From an optimization exercise on the open Yosys and OpenROAD flow, aimed at a short achievable clock period; shortcuts taken in it are not production practice.
At most, simulation tests tie the RTL to the original design; equivalence was not proved.
The clock port is modelled as an ideal driver, which makes a skipped or thinned clock tree look cheaper than it is; a real chip needs a root buffer or a tree.
Power figures rest on the tool's default switching activity, not on a simulated workload.

run F:
==> module ts0710_codec, before the edit <==
module ts0710_codec (
    input  wire        clk,
    input  wire        rst,           
    input  wire        compat,        
    input  wire        stat_clr,      
    input  wire        rx_valid,
    input  wire [7:0]  rx_data,
    input  wire        rx_flush,      
    output wire        rx_code_valid,
    output wire [3:0]  rx_code,
    output wire [7:0]  frm_addr,
    output wire [7:0]  frm_ctrl,
    output wire [15:0] frm_len,
    output wire [7:0]  frm_fcs,
    output wire        pay_valid,
    output wire [7:0]  pay_data,
    output wire        in_frame,
    output wire [15:0] acc_len,
    input  wire        tx_start,
    input  wire [7:0]  tx_addr,
    input  wire [7:0]  tx_ctrl,
    input  wire [15:0] tx_len,
    output wire        tx_ready,
    input  wire        tx_pl_valid,
    input  wire [7:0]  tx_pl_data,
    output wire        tx_pl_ready,
    output wire        tx_valid,
    output wire [7:0]  tx_data,
    output reg  [31:0] cnt_ok,
    output reg  [31:0] cnt_framing,
    output reg  [31:0] cnt_checksum,
    output reg  [31:0] cnt_overflow,
    output reg  [3:0]  err_flags      
);
    wire tx_len_err;
    ts0710_rx u_rx (
        .clk        (clk),
        .rst        (rst),
        .compat     (compat),
        .flush      (rx_flush),
        .rx_valid   (rx_valid),
        .rx_data    (rx_data),
        .code_valid (rx_code_valid),
        .code       (rx_code),
        .frm_addr   (frm_addr),
        .frm_ctrl   (frm_ctrl),
        .frm_len    (frm_len),
        .frm_fcs    (frm_fcs),
        .pay_valid  (pay_valid),
        .pay_data   (pay_data),
        .in_frame   (in_frame),
        .acc_len    (acc_len)
    );
    ts0710_tx u_tx (
        .clk         (clk),
        .rst         (rst),
        .tx_start    (tx_start),
        .tx_addr     (tx_addr),
        .tx_ctrl     (tx_ctrl),
        .tx_len      (tx_len),
        .tx_ready    (tx_ready),
        .tx_pl_valid (tx_pl_valid),
        .tx_pl_data  (tx_pl_data),
        .tx_pl_ready (tx_pl_ready),
        .tx_valid    (tx_valid),
        .tx_data     (tx_data),
        .len_err     (tx_len_err)
    );
    wire ev_ok   = rx_code_valid && (rx_code == 4'd4);
    wire ev_bad  = rx_code_valid && (rx_code == 4'd5);
    wire ev_csum = rx_code_valid && (rx_code == 4'd6);
    wire ev_ovf  = rx_code_valid && ((rx_code == 4'd7) || (rx_code == 4'd8));
    reg clr_d;
    always @(posedge clk) begin
        if (rst) clr_d <= 1'b0;
        else     clr_d <= stat_clr;
    end
    wire [31:0] ok_base   = clr_d ? 32'd0 : cnt_ok;
    wire [31:0] bad_base  = clr_d ? 32'd0 : cnt_framing;
    wire [31:0] csum_base = clr_d ? 32'd0 : cnt_checksum;
    wire [31:0] ovf_base  = clr_d ? 32'd0 : cnt_overflow;
    wire [3:0]  err_base  = clr_d ? 4'd0  : err_flags;
    always @(posedge clk) begin
        if (rst) begin
            cnt_ok       <= 32'd0;
            cnt_framing  <= 32'd0;
            cnt_checksum <= 32'd0;
            cnt_overflow <= 32'd0;
            err_flags    <= 4'd0;
        end else begin
            cnt_ok       <= ok_base   + {31'd0, ev_ok};
            cnt_framing  <= bad_base  + {31'd0, ev_bad};
            cnt_checksum <= csum_base + {31'd0, ev_csum};
            cnt_overflow <= ovf_base  + {31'd0, ev_ovf};
            err_flags    <= err_base  | {tx_len_err, ev_ovf, ev_csum, ev_bad};
        end
    end
endmodule
clock: 5.5 ns
lec_check: 0
abc_clock_period_in_ps: 1800
cap_margin: 20
core_margin: 2
core_utilization: 40
setup_slack_margin: 3.6
slew_margin: 20
tns_end_percent: 100
run.sh (not shown) runs the stock make flow with config.mk's settings and CLKGATE_MAP_FILE= SYNTH_SCRIPT=/design/flow/synth_recipe.tcl, a recipe that flattens the netlist after the stock synthesis.
The inputs of run H differ from those of run F as listed below.
diff --git a/flow/design.v b/flow/design.v
--- a/flow/design.v
+++ b/flow/design.v
@@ -338,25 +338,58 @@
     always @(posedge clk) begin
         if (rst) clr_d <= 1'b0;
         else     clr_d <= stat_clr;
     end
-    wire [31:0] ok_base   = clr_d ? 32'd0 : cnt_ok;
-    wire [31:0] bad_base  = clr_d ? 32'd0 : cnt_framing;
-    wire [31:0] csum_base = clr_d ? 32'd0 : cnt_checksum;
-    wire [31:0] ovf_base  = clr_d ? 32'd0 : cnt_overflow;
-    wire [3:0]  err_base  = clr_d ? 4'd0  : err_flags;
+    wire [31:0] ok_next, bad_next, csum_next, ovf_next;
+    ts0710_counter u_cnt_ok   (.clk(clk), .rst(rst), .clr(clr_d), .ev(ev_ok),   .cnt(cnt_ok),       .cnt_next(ok_next));
+    ts0710_counter u_cnt_bad  (.clk(clk), .rst(rst), .clr(clr_d), .ev(ev_bad),  .cnt(cnt_framing),  .cnt_next(bad_next));
+    ts0710_counter u_cnt_csum (.clk(clk), .rst(rst), .clr(clr_d), .ev(ev_csum), .cnt(cnt_checksum), .cnt_next(csum_next));
+    ts0710_counter u_cnt_ovf  (.clk(clk), .rst(rst), .clr(clr_d), .ev(ev_ovf),  .cnt(cnt_overflow), .cnt_next(ovf_next));
+    wire [3:0] err_base = clr_d ? 4'd0 : err_flags;
     always @(posedge clk) begin
         if (rst) begin
             cnt_ok       <= 32'd0;
             cnt_framing  <= 32'd0;
             cnt_checksum <= 32'd0;
             cnt_overflow <= 32'd0;
             err_flags    <= 4'd0;
         end else begin
-            cnt_ok       <= ok_base   + {31'd0, ev_ok};
-            cnt_framing  <= bad_base  + {31'd0, ev_bad};
-            cnt_checksum <= csum_base + {31'd0, ev_csum};
-            cnt_overflow <= ovf_base  + {31'd0, ev_ovf};
-            err_flags    <= err_base  | {tx_len_err, ev_ovf, ev_csum, ev_bad};
+            cnt_ok       <= ok_next;
+            cnt_framing  <= bad_next;
+            cnt_checksum <= csum_next;
+            cnt_overflow <= ovf_next;
+            err_flags    <= err_base | {tx_len_err, ev_ovf, ev_csum, ev_bad};
         end
     end
 endmodule
+module ts0710_counter (
+    input  wire        clk,
+    input  wire        rst,
+    input  wire        clr,
+    input  wire        ev,
+    input  wire [31:0] cnt,
+    output wire [31:0] cnt_next
+);
+    reg  [2:0]  ones;       
+    wire [31:0] base   = clr ? 32'd0 : cnt;
+    wire [2:0]  bones  = clr ? 3'd0 : ones;
+    wire [3:0]  inc;
+    assign inc[0] = ev;
+    assign inc[1] = ev & bones[0];
+    assign inc[2] = ev & bones[0] & bones[1];
+    assign inc[3] = ev & bones[0] & bones[1] & bones[2];
+    assign cnt_next[7:0]   = base[7:0]   + {7'd0, inc[0]};
+    assign cnt_next[15:8]  = base[15:8]  + {7'd0, inc[1]};
+    assign cnt_next[23:16] = base[23:16] + {7'd0, inc[2]};
+    assign cnt_next[31:24] = base[31:24] + {7'd0, inc[3]};
+    wire [2:0] ones_next;
+    genvar k;
+    generate
+        for (k = 0; k < 3; k = k + 1) begin : g_ones
+            assign ones_next[k] = inc[k] ? (base[8*k+7:8*k] == 8'hFE) : bones[k];
+        end
+    endgenerate
+    always @(posedge clk) begin
+        if (rst) ones <= 3'd0;
+        else     ones <= ones_next;
+    end
+endmodule
Results
End point of the critical path: cnt_ok[30]$_SDFF_PP0_ -> run F, rx_code[0] -> run H. Sort run F and run H by combinational cell power desc -> top: run H. Area growth from synthesis to layout, run F and run H: higher on run F. Diff run F -> run H: minimum setup slack in the final design rose by 0.072 ns; final non-filler cell total rose by 0.60%; wire length of the first global-routing pass fell by 1000 um; highest attainable clock frequency rose by 3.2%; flop and latch count out of synthesis rose by 12. [run H vs run F] die height: higher in run H. Run F → run H: critical path depth now smaller, vias per cell now smaller, synthesized area shows an increase of 2.9%.
No run of this note included a check of the RTL's function; only the layout flow was run.

Another version of the RTL of ts0710_codec (not shown whole).
Size in the first run: ~2300 cells after synthesis, about 270 I/O pins.
clock: 5.5 ns
lec_check: 0
abc_clock_period_in_ps: 1000
cap_margin: 20
core_margin: 2
core_utilization: 40
setup_slack_margin: 3.6
slew_margin: 20
synth_hierarchical: 1
synth_minimum_keep_size: 0
tns_end_percent: 100
standard.sh (not shown) runs the stock make flow with config.mk's settings and CLKGATE_MAP_FILE= SYNTH_SCRIPT=/design/flow/synth_recipe.tcl, a recipe that flattens the netlist after the stock synthesis.
==> flow/flow/run.sh <==
#!/bin/bash
# Layout flow: the standard ORFS flow, with the clock tree built by
# flow/cts_tree.tcl (a balanced two-stage buffer tree) in place of TritonCTS.
set -euo pipefail
here=$(pwd)
export PRE_CTS_TCL="$here/flow/cts_tree.tcl"
bash standard.sh > "$here/standard_flow.log" 2>&1
Other scripts of this flow, unchanged in this note and not shown: flow/flow/cts_tree.tcl
Change:
--- a/flow/design.v
+++ b/flow/design.v
@@ -73,28 +73,27 @@
     reg  [7:0]  prev2;       
     reg  [7:0]  crc_r;       
     reg         pend;        
     reg         ctrl_uih;    
     reg         ctrl_ua;     
     reg         len0_ff;     
-    reg  [7:0]  fmx;         
-    wire        fcs_match = &fmx;
+    reg         fcs_match;   
     wire        quirk_len = post & len0_ff;
     wire        std_pay   = post & ~ge & remnz;
     wire        qrk_pay   = (rem[6:1] != 6'h3F);    
     wire        pay_here  = quirk_len ? qrk_pay : std_pay;
     wire        covered   = ~post | (std_pay & ~ctrl_uih);
     wire        live      = ~nf & ~at_cap;          
     wire        kill      = is1 | ge;               
     wire        rem_is1   = (rem[3:0] == 4'd1) & rz[1] & rz[2] & rz[3];
     wire [7:0]  crc_fold;
     ts0710_crc_step u_crc (.crc_in(crc_r), .data(prev1), .crc_out(crc_fold));
     wire [7:0]  crc_n     = ph1 ? 8'hFF : (pend ? crc_fold : crc_r);
-    wire [7:0]  fm_byte, fm_prev;
-    ts0710_xeq8 u_fm_byte (.a(~crc_n), .b(rx_data), .eq(fm_byte));
-    ts0710_xeq8 u_fm_prev (.a(~crc_n), .b(prev1),   .eq(fm_prev));
+    wire        fm_byte, fm_prev;
+    ts0710_eq8 u_fm_byte (.a(~crc_n), .b(rx_data), .eq(fm_byte));
+    ts0710_eq8 u_fm_prev (.a(~crc_n), .b(prev1),   .eq(fm_prev));
     wire [3:0]  cmpl_code_c0 = ~ex ? C_FRAME_BAD : (fcs_match ? C_FRAME_OK : C_FRAME_CSUM);
     wire [3:0]  cmpl_code_c1 = quirk_len ? C_FRAME_OK :
                                (~ex ? C_FRAME_BAD :
                                 ((fcs_match | ctrl_ua) ? C_FRAME_OK : C_FRAME_CSUM));
     wire [3:0]  code_live_flag = is1 ? C_COLLAPSED : C_APPENDED;
     wire [15:0] accp2;       
@@ -132,14 +131,13 @@
         for (gi = 4; gi < 16; gi = gi + 1) begin : g_m6
             assign accm5[gi] = ~(accp1[gi] ^ ((|accp1[gi-1:3]) | (accp1[1] & accp1[2])));
         end
     endgenerate
     wire        idle    = ~live | flush;
     wire        ovf     = at_cap & ~nf & ~flush;
-    wire        cmpl_c   = live & ge;                   
-    wire        ev_gate  = ~rst & rx_valid & ~flush;    
+    wire        cmpl_c   = ~rst & rx_valid & ~idle & ge;
     wire        adv      = post & ~ge & ~remnz;     
     wire [6:0]  flg_c1, flg_c0, flg;
     genvar cp;
     generate
         for (cp = 0; cp < 2; cp = cp + 1) begin : g_cp
             wire       c      = (cp == 1);
@@ -193,16 +191,13 @@
     endgenerate
     ts0710_flagsel #(.W(8)) u_fsel3 (.d(rx_data), .a(nx_f1[32:25]), .b(nx_f0[32:25]), .y(nx[32:25]));
     ts0710_flagsel #(.W(8)) u_fsel2 (.d(rx_data), .a(nx_f1[24:17]), .b(nx_f0[24:17]), .y(nx[24:17]));
     ts0710_flagsel #(.W(8)) u_fsel1 (.d(rx_data), .a(nx_f1[16:9]),  .b(nx_f0[16:9]),  .y(nx[16:9]));
     ts0710_flagsel #(.W(9)) u_fsel0 (.d(rx_data), .a(nx_f1[8:0]),   .b(nx_f0[8:0]),   .y(nx[8:0]));
     always @(posedge clk) begin
-        {code, in_frame, acc_len} <= {nx[32:29], nx[25:9]};
-        ev_ok    <= nx[28] & ev_gate;
-        ev_bad   <= nx[27] & ev_gate;
-        ev_csum  <= nx[26] & ev_gate;
+        {code, ev_ok, ev_bad, ev_csum, in_frame, acc_len} <= nx[32:9];
         nf       <= ~nx[25];
         accp1_lo <= nx[8];
         {is1, ph1, ph2, ph3, ph4, post, ge, ex} <= nx[7:0];
     end
     always @(posedge clk) begin
         if (rst) begin
@@ -255,13 +250,13 @@
             prev1 <= rx_data;
             prev2 <= prev1;
         end
         frm_fcs <= prev1;
         pend <= rx_valid & covered;
         crc_r     <= crc_n;
-        fmx       <= rx_valid ? fm_byte : fm_prev;
+        fcs_match <= rx_valid ? fm_byte : fm_prev;
     end
 endmodule
 module ts0710_fsel #(
     parameter W = 1
 ) (
     input  wire         s,
@@ -278,18 +273,18 @@
     input  wire [W-1:0] a,
     input  wire [W-1:0] b,
     output wire [W-1:0] y
 );
     assign y = (d == 8'hF9) ? a : b;
 endmodule
-module ts0710_xeq8 (
+module ts0710_eq8 (
     input  wire [7:0] a,
     input  wire [7:0] b,
-    output wire [7:0] eq
+    output wire       eq
 );
-    assign eq = ~(a ^ b);
+    assign eq = (a == b);
 endmodule
 module ts0710_tx (
     input  wire        clk,
     input  wire        rst,
     input  wire        tx_start,
     input  wire [7:0]  tx_addr,
Effect: The changed run finished with timing, DRC and antenna clean; utilization is about the same; maximum frequency is lower by 4.7%; global-route usage falls by 0.29 points; power went down by 2.9%; clock power barely changes; setup slack loses 0.10 ns; hold slack degrades by 0.0080 ns; routed wire length decreases by 2.1%; area after synthesis decreases by 1.1%.
Only the layout flow was run in the second run of this note; the RTL was not checked for function there. No run of this note takes its clock network from TritonCTS; it comes from the design's own scripts or RTL.

ts0710_codec, a different RTL version from the one above (not shown whole).
Size in the first run: ~600 flip-flops, about 270 I/O pins, about 25000 um2 of cells after synthesis.
==> flow/config.mk <==
export PLATFORM = sky130hd
export DESIGN_NAME = ts0710_codec
export DESIGN_NICKNAME = ts0710_codec
export VERILOG_FILES = /design/flow/design.v
export SDC_FILE = /design/flow/constraint.sdc
export NUM_CORES = 4
export LEC_CHECK = 0
export ABC_CLOCK_PERIOD_IN_PS = 1000
export CAP_MARGIN = 20
export CORE_MARGIN = 2
export CORE_UTILIZATION = 40
export SETUP_SLACK_MARGIN = 3.6
export SLEW_MARGIN = 20
export SYNTH_HIERARCHICAL = 1
export SYNTH_MINIMUM_KEEP_SIZE = 0
export TNS_END_PERCENT = 100
==> flow/constraint.sdc <==
create_clock -name core_clock -period 5.5 [get_ports {clk}]
set_input_delay 1.1000 -clock core_clock [delete_from_list [all_inputs] [get_ports {clk}]]
set_output_delay 1.1000 -clock core_clock [all_outputs]
set_load 0.01 [all_outputs]
==> flow/flow/run.sh <==
#!/bin/bash
# Layout flow: the standard ORFS flow, with the clock tree built by
# flow/cts_tree.tcl (a balanced tree of two inverting stages) in place of TritonCTS.
set -euo pipefail
here=$(pwd)
export PRE_CTS_TCL="$here/flow/cts_tree.tcl"
bash standard.sh > "$here/standard_flow.log" 2>&1
Other scripts of this flow, unchanged in this note and not shown: flow/flow/cts_tree.tcl
The starting point finished clean.
Next try:
--- a/flow/design.v
+++ b/flow/design.v
@@ -197,28 +197,32 @@
             wire [NXW-1:0] v  = {f ? flg : nfl,
                                  in_n, al_n, a0_n, is1_n,
                                  ph1_n, ph2_n, ph3_n, ph4_n, pst_n, ge_n, ex_n};
             if (fl == 1) begin : g1
                 assign nx_f1 = v;
                 assign lv_f1 = in_n & ~atcap_n;
             end else begin : g0
                 assign nx_f0 = v;
                 assign lv_f0 = in_n & ~atcap_n;
             end
         end
     endgenerate
-    ts0710_flagsel #(.W(8)) u_fsel3 (.d(rx_data), .a(nx_f1[32:25]), .b(nx_f0[32:25]), .y(nx[32:25]));
-    ts0710_flagsel #(.W(8)) u_fsel2 (.d(rx_data), .a(nx_f1[24:17]), .b(nx_f0[24:17]), .y(nx[24:17]));
-    ts0710_flagsel #(.W(8)) u_fsel1 (.d(rx_data), .a(nx_f1[16:9]),  .b(nx_f0[16:9]),  .y(nx[16:9]));
-    ts0710_flagsel #(.W(9)) u_fsel0 (.d(rx_data), .a(nx_f1[8:0]),   .b(nx_f0[8:0]),   .y(nx[8:0]));
+    ts0710_flagsel #(.W(4)) u_fsel7 (.d(rx_data), .a(nx_f1[32:29]), .b(nx_f0[32:29]), .y(nx[32:29]));
+    ts0710_flagsel #(.W(4)) u_fsel6 (.d(rx_data), .a(nx_f1[28:25]), .b(nx_f0[28:25]), .y(nx[28:25]));
+    ts0710_flagsel #(.W(4)) u_fsel5 (.d(rx_data), .a(nx_f1[24:21]), .b(nx_f0[24:21]), .y(nx[24:21]));
+    ts0710_flagsel #(.W(4)) u_fsel4 (.d(rx_data), .a(nx_f1[20:17]), .b(nx_f0[20:17]), .y(nx[20:17]));
+    ts0710_flagsel #(.W(4)) u_fsel3 (.d(rx_data), .a(nx_f1[16:13]), .b(nx_f0[16:13]), .y(nx[16:13]));
+    ts0710_flagsel #(.W(4)) u_fsel2 (.d(rx_data), .a(nx_f1[12:9]),  .b(nx_f0[12:9]),  .y(nx[12:9]));
+    ts0710_flagsel #(.W(5)) u_fsel1 (.d(rx_data), .a(nx_f1[8:4]),   .b(nx_f0[8:4]),   .y(nx[8:4]));
+    ts0710_flagsel #(.W(4)) u_fsel0 (.d(rx_data), .a(nx_f1[3:0]),   .b(nx_f0[3:0]),   .y(nx[3:0]));
     ts0710_flagsel #(.W(1)) u_fsell (.d(rx_data), .a(lv_f1),        .b(lv_f0),        .y(lv));
     always @(posedge clk) begin
         {code, in_frame, acc_len} <= {nx[32:29], nx[25:9]};
         nacc     <= ~nx[24:9];
         ev_ok    <= nx[28] & ev_gate;
         ev_bad   <= nx[27] & ev_gate;
         ev_csum  <= nx[26] & ev_gate;
         nf       <= ~nx[25];
         live     <= lv;
         accp1_lo <= nx[8];
         {is1, ph1, ph2, ph3, ph4, post, ge, ex} <= nx[7:0];
     end
Worst setup slack improved by 0.029 ns; synthesized area goes up by about 0.8%; sequential power is about the same; total power rose by 0.65%; global-route usage goes up by 0.80 points; routed wire length goes up by 5.8%.
No functional check of the RTL was part of the second run of this note. In every run of this note, the design's own scripts or RTL, not TritonCTS, make the clock network.

## what the ideal ports hide
The results above use ideal ports. As a check the final layouts listed here were re-extracted and re-timed, cells and wires unchanged.
Step 1 (the two cells are an assumption about what drives the block):
set clk [get_ports {clk}]
set_driving_cell -lib_cell sky130_fd_sc_hd__clkbuf_16 $clk
set_driving_cell -lib_cell sky130_fd_sc_hd__buf_2 [delete_from_list [all_inputs] $clk]
Step 2, shift: input delay + t, output delay - t, t = (earliest + latest rising clock arrival at the registers) / 2. This alone moves slack from input paths to output paths.
a / b / c = ideal / step 1 / step 2; a / b = the first two.
run | t (ns) | setup WS [ns] | worst register clock-pin slew, ns
run F | 0.603 | 3.163 / 3.163 / 2.831 | 0.06 / 0.06
run H | 0.607 | 3.235 / 3.182 / 2.892 | 0.06 / 0.06
the first run of note 2 | 0.480 | 3.469 / 3.389 / 3.062 | 0.11 / 0.11
the second run of note 2 | 0.483 | 3.369 / 3.369 / 2.893 | 0.10 / 0.10
the first run of note 3 | 0.516 | 3.484 / 3.355 / 3.022 | 0.09 / 0.09
the second run of note 3 | 0.502 | 3.513 / 3.365 / 3.103 | 0.09 / 0.09
After both steps setup and hold are still met in every run listed. The setup slack of the second run of note 2, which loses most, moves by 0.000 ns with the drivers and by -0.476 ns with both steps.
